Background: an optimization exercise with open tools, aiming at small area, a short achievable clock period and few clock cycles. Do not read the settings as production practice. The RTL was checked by simulation tests, not by an equivalence proof against the original design. Power and IR drop assume default switching activity.

## exp/garnet
Design spse_enc4, start of the top module:
module spse_enc4 (
    input  wire         clk,
    input  wire         rst_n,
    input  wire [3:0]   mv_valid,
    output wire [3:0]   mv_ready,
    input  wire [127:0] mv_steps,
    input  wire [3:0]   smp_valid,
    output wire [3:0]   smp_ready,
    input  wire [127:0] smp_ticks,
    output wire [3:0]   desc_valid,
    input  wire [3:0]   desc_ready,
    output wire [127:0] desc_data
);
==> flow/config.mk <==
export PLATFORM = sky130hd
export DESIGN_NAME = spse_enc4
export DESIGN_NICKNAME = spse_enc4
export VERILOG_FILES = /design/flow/design.v
export SDC_FILE = /design/flow/constraint.sdc
export NUM_CORES = 4
export LEC_CHECK = 0
export CAP_MARGIN = 20
export CORE_MARGIN = 2
export CORE_UTILIZATION = 60
export CTS_BUF_LIST = sky130_fd_sc_hd__clkbuf_16
export CTS_CLUSTER_DIAMETER = 80
export CTS_CLUSTER_SIZE = 24
export SLEW_MARGIN = 20
export SYNTH_HIERARCHICAL = 1
==> flow/constraint.sdc <==
create_clock -name core_clock -period 11.0 [get_ports {clk}]
set_input_delay 2.2000 -clock core_clock [delete_from_list [all_inputs] [get_ports {clk}]]
set_output_delay 2.2000 -clock core_clock [all_outputs]
set_load 0.01 [all_outputs]
standard.sh (not shown) runs the stock make flow with config.mk's settings and CLKGATE_MAP_FILE= SYNTH_SCRIPT=/design/flow/synth_recipe.tcl, a recipe that flattens the netlist after the stock synthesis.
==> flow/flow/run.sh <==
#!/bin/bash
# The standard layout, with these changes to how it is made:
#  - synthesis leaves out the flow's Kogge-Stone carry map for adders
#    (SYNTH_OPERATIONS_ARGS replaces the default "-extra-map
#    lcu_kogge_stone.v"; -booth only affects multipliers, of which the
#    design has none), so adders keep Yosys's own smaller carry logic;
#    registers and their names are unchanged; nor does it map adders to
#    the library's half/full adder cells (ADDER_MAP_FILE empty), leaving
#    them to ABC with the rest of the logic
#  - ports are buffered with buf_1 instead of the flow's default pick
#  - timing repair aims at a setup slack margin (ns) so that the layout is
#    optimised for a shorter period than the 11 ns constraint; the margin
#    for the repair right after synthesis and the one for the later
#    repairs (after CTS and global routing) are read from flow/margins.txt
#    (the constraints themselves are unchanged)
set -euo pipefail
read -r FP_MARGIN LATE_MARGIN < flow/margins.txt
BUF="BUFFER_PORTS_ARGS=-buffer_cell sky130_fd_sc_hd__buf_1"
OPS="SYNTH_OPERATIONS_ARGS=-booth"
ADD="ADDER_MAP_FILE="
bash standard.sh floorplan "$OPS" "$ADD" "SETUP_SLACK_MARGIN=${FP_MARGIN}" "$BUF" > standard_make_1.log 2>&1
bash standard.sh finish "$OPS" "$ADD" "SETUP_SLACK_MARGIN=${LATE_MARGIN}" "$BUF" > standard_make_2.log 2>&1
==> flow/flow/margins.txt <==
0 7.5
Testbench counts of exp/garnet, summed over its fixed seeds: cycles 2,549.
[inputs] exp/fjord vs exp/garnet
diff --git a/flow/flow/run.sh b/flow/flow/run.sh
--- a/flow/flow/run.sh
+++ b/flow/flow/run.sh
@@ -7,3 +7 @@
-#    registers and their names are unchanged; nor does it map adders to
-#    the library's half/full adder cells (ADDER_MAP_FILE empty), leaving
-#    them to ABC with the rest of the logic
+#    registers and their names are unchanged
@@ -20,3 +18,2 @@
-ADD="ADDER_MAP_FILE="
-bash standard.sh floorplan "$OPS" "$ADD" "SETUP_SLACK_MARGIN=${FP_MARGIN}" "$BUF" > standard_make_1.log 2>&1
-bash standard.sh finish "$OPS" "$ADD" "SETUP_SLACK_MARGIN=${LATE_MARGIN}" "$BUF" > standard_make_2.log 2>&1
+bash standard.sh floorplan "$OPS" "SETUP_SLACK_MARGIN=${FP_MARGIN}" "$BUF" > standard_make_1.log 2>&1
+bash standard.sh finish "$OPS" "SETUP_SLACK_MARGIN=${LATE_MARGIN}" "$BUF" > standard_make_2.log 2>&1
--- outcome ---
exp/fjord reports its commonest non-fill, non-tap cell in the layout as sky130_fd_sc_hd__edfxtp_1 while exp/garnet reports sky130_fd_sc_hd__buf_1. [compare] base=exp/garnet new=exp/fjord: global-route total usage across every layer now smaller; number of CTS-inserted buffers higher; number of non-clock buffers in the layout went up by 5.2%; number of instances resized during post-cts repair saw an increase; hold buffer count at cts shows no meaningful change. Relative to exp/garnet, the wire length on met3 of exp/fjord is lower by 15%. Against exp/garnet, time the worst path needs with I/O delays and setup in exp/fjord came out worse. Fraction of synthesized area in multiplexers across exp/fjord and exp/garnet: no real change. Reported for exp/fjord and exp/garnet, number of clock sinks seen by CTS turned out identical to the last digit. From exp/garnet to exp/fjord the numbers moved as follows: initial antenna violation count saw an increase; fraction of power consumed by combinational cells saw a decrease.
#### Input delta (exp/onyx over exp/fjord)
Settings: changing CTS_CLUSTER_SIZE from 24 to 30; removing CTS_CLUSTER_DIAMETER (formerly 80); changing CTS_BUF_LIST from sky130_fd_sc_hd__clkbuf_16 to sky130_fd_sc_hd__clkbuf_4 sky130_fd_sc_hd__clkbuf_8.
==> flow/flow/run.sh <==
#!/bin/bash
# The standard layout, with two changes to how it is made:
#  - ports are buffered with buf_1 instead of the flow's default pick
#  - timing repair aims at a setup slack margin (ns) so that the layout is
#    optimised for a shorter period than the 11 ns constraint; the margin
#    for the repair right after synthesis and the one for the later
#    repairs (after CTS and global routing) are read from flow/margins.txt
#    (the constraints themselves are unchanged)
set -euo pipefail
read -r FP_MARGIN LATE_MARGIN < flow/margins.txt
BUF="BUFFER_PORTS_ARGS=-buffer_cell sky130_fd_sc_hd__buf_1"
bash standard.sh floorplan "SETUP_SLACK_MARGIN=${FP_MARGIN}" "$BUF" > standard_make_1.log 2>&1
bash standard.sh finish "SETUP_SLACK_MARGIN=${LATE_MARGIN}" "$BUF" > standard_make_2.log 2>&1
## What came out
On standby leakage power, exp/fjord loses to exp/onyx.
Looking at clock group power across exp/fjord and exp/onyx, the one that comes out higher is exp/onyx.
Per the comparison of exp/onyx with exp/fjord, global-route usage increased by 2.1 points relative to the old numbers, multi-input gate area in the final layout increased by 9.4% relative to the old numbers, overall die height increased by 2.1% relative to the old numbers, pin count of the biggest net entering global routing increased by about 35% relative to the old numbers, final wirelength increased by 11% relative to the old numbers.
exp/onyx against exp/fjord; net switching power is up by a few percent.
Modified inputs, exp/maple compared to exp/onyx
Settings: CTS_CLUSTER_DIAMETER newly set to 100; CTS_BUF_LIST changed from sky130_fd_sc_hd__clkbuf_4 sky130_fd_sc_hd__clkbuf_8 to sky130_fd_sc_hd__clkbuf_16.
[summary]
- exp/maple reached the final stage; the timing, design-rule and antenna checks on its layout passed.
- [exp/maple] post-cts resize count fell 1 relative to exp/onyx
- Between exp/maple and exp/onyx, aggregate routed wire length is higher for exp/onyx, exp/maple comes in under that.
- Row overall power consumption: exp/maple lower / exp/onyx higher
- On wire length on met1, exp/maple and exp/onyx are neck and neck.
- As of exp/maple, routed length on met3 had fallen by a few percent compared to exp/onyx.
- exp/maple against exp/onyx: buffers inserted during post-CTS setup optimization grew by 3; logic gate share of total power went up by 2.9 points; first-iteration DRC count has increased.
For exp/sierra, these inputs were changed with respect to exp/maple:
Settings: swapping 100 for 60 in CTS_CLUSTER_DIAMETER; swapping 30 for 20 in CTS_CLUSTER_SIZE.
Findings:
exp/sierra vs. exp/maple: synthesized area has remained practically unchanged, number of instances in the synthesized netlist held steady, data required time of the critical path now sits lower.
Compared to exp/maple, exp/sierra shows a narrower setup margin.
From exp/maple to exp/sierra the numbers moved as follows: clock buffer count shows an increase of 95%, final total power higher, final area higher.
diff inputs: exp/sierra => exp/violet
Settings: CTS_CLUSTER_SIZE now 30, was 20; CTS_BUF_LIST now sky130_fd_sc_hd__clkbuf_4 sky130_fd_sc_hd__clkbuf_8, was sky130_fd_sc_hd__clkbuf_16; CTS_CLUSTER_DIAMETER no longer set, was 60.
==> flow/flow/margins.txt <==
0 8.0
## What came out
exp/violet | stages: all done | timing, DRC, antenna: all pass
Number of clock buffers in the layout of exp/violet exceeds that of exp/sierra by more than 100%.
For exp/sierra, the endpoint of the worst setup timing path was smp_ready[1], unlike exp/violet, where it was desc_data[17].
Measured against each other, exp/violet and exp/sierra differ in non-clock buffer count, the higher figure coming from exp/violet.
Utilization: exp/violet > exp/sierra
In the flow results for exp/violet and exp/sierra, the number of levels in the clock H-tree is smaller on exp/sierra.
exp/violet — number of antenna violations at the first check in global routing 2 higher, exp/sierra as reference
When exp/violet is measured against exp/sierra, its final critical-path required period turns out 7.2 ps lower.

-- what the ideal ports hide --
How much do the figures lean on ideal ports? The routed layouts below were timed once more, with nothing changed but the port constraints. Step 1: set_driving_cell puts a clkbuf_16 on clk and a buf_2 on each other input, an assumption about the parent block. Step 2 also shifts input and output timing later by t, the mid clock arrival at the registers, as if the neighbouring blocks saw the same clock. Three values: ideal ports, drivers, drivers and shift; two values: the first two.
| run | t (ns) | setup slack, ns | worst register clock-pin slew, ns | worst data-port slew with drivers (ns) | pins driven straight from the clock port |
|---|---|---|---|---|---|
| exp/garnet | 0.649 | 7.553 / 7.504 / 6.939 | 0.10 / 0.10 | 0.11 | 1 |
| exp/fjord | 0.668 | 7.408 / 7.413 / 6.745 | 0.10 / 0.10 | 0.11 | 1 |
| exp/onyx | 0.711 | 7.530 / 7.474 / 6.861 | 0.07 / 0.07 | 0.12 | 1 |
| exp/maple | 0.611 | 7.509 / 7.512 / 6.929 | 0.12 / 0.12 | 0.11 | 1 |
| exp/sierra | 0.639 | 7.494 / 7.431 / 6.904 | 0.09 / 0.09 | 0.11 | 1 |
| exp/violet | 0.720 | 7.501 / 7.445 / 6.965 | 0.08 / 0.08 | 0.12 | 1 |
After both steps every run listed still meets setup and hold. The setup slack of exp/onyx, which loses most, moves by -0.056 ns with the drivers and by -0.669 ns with both steps.
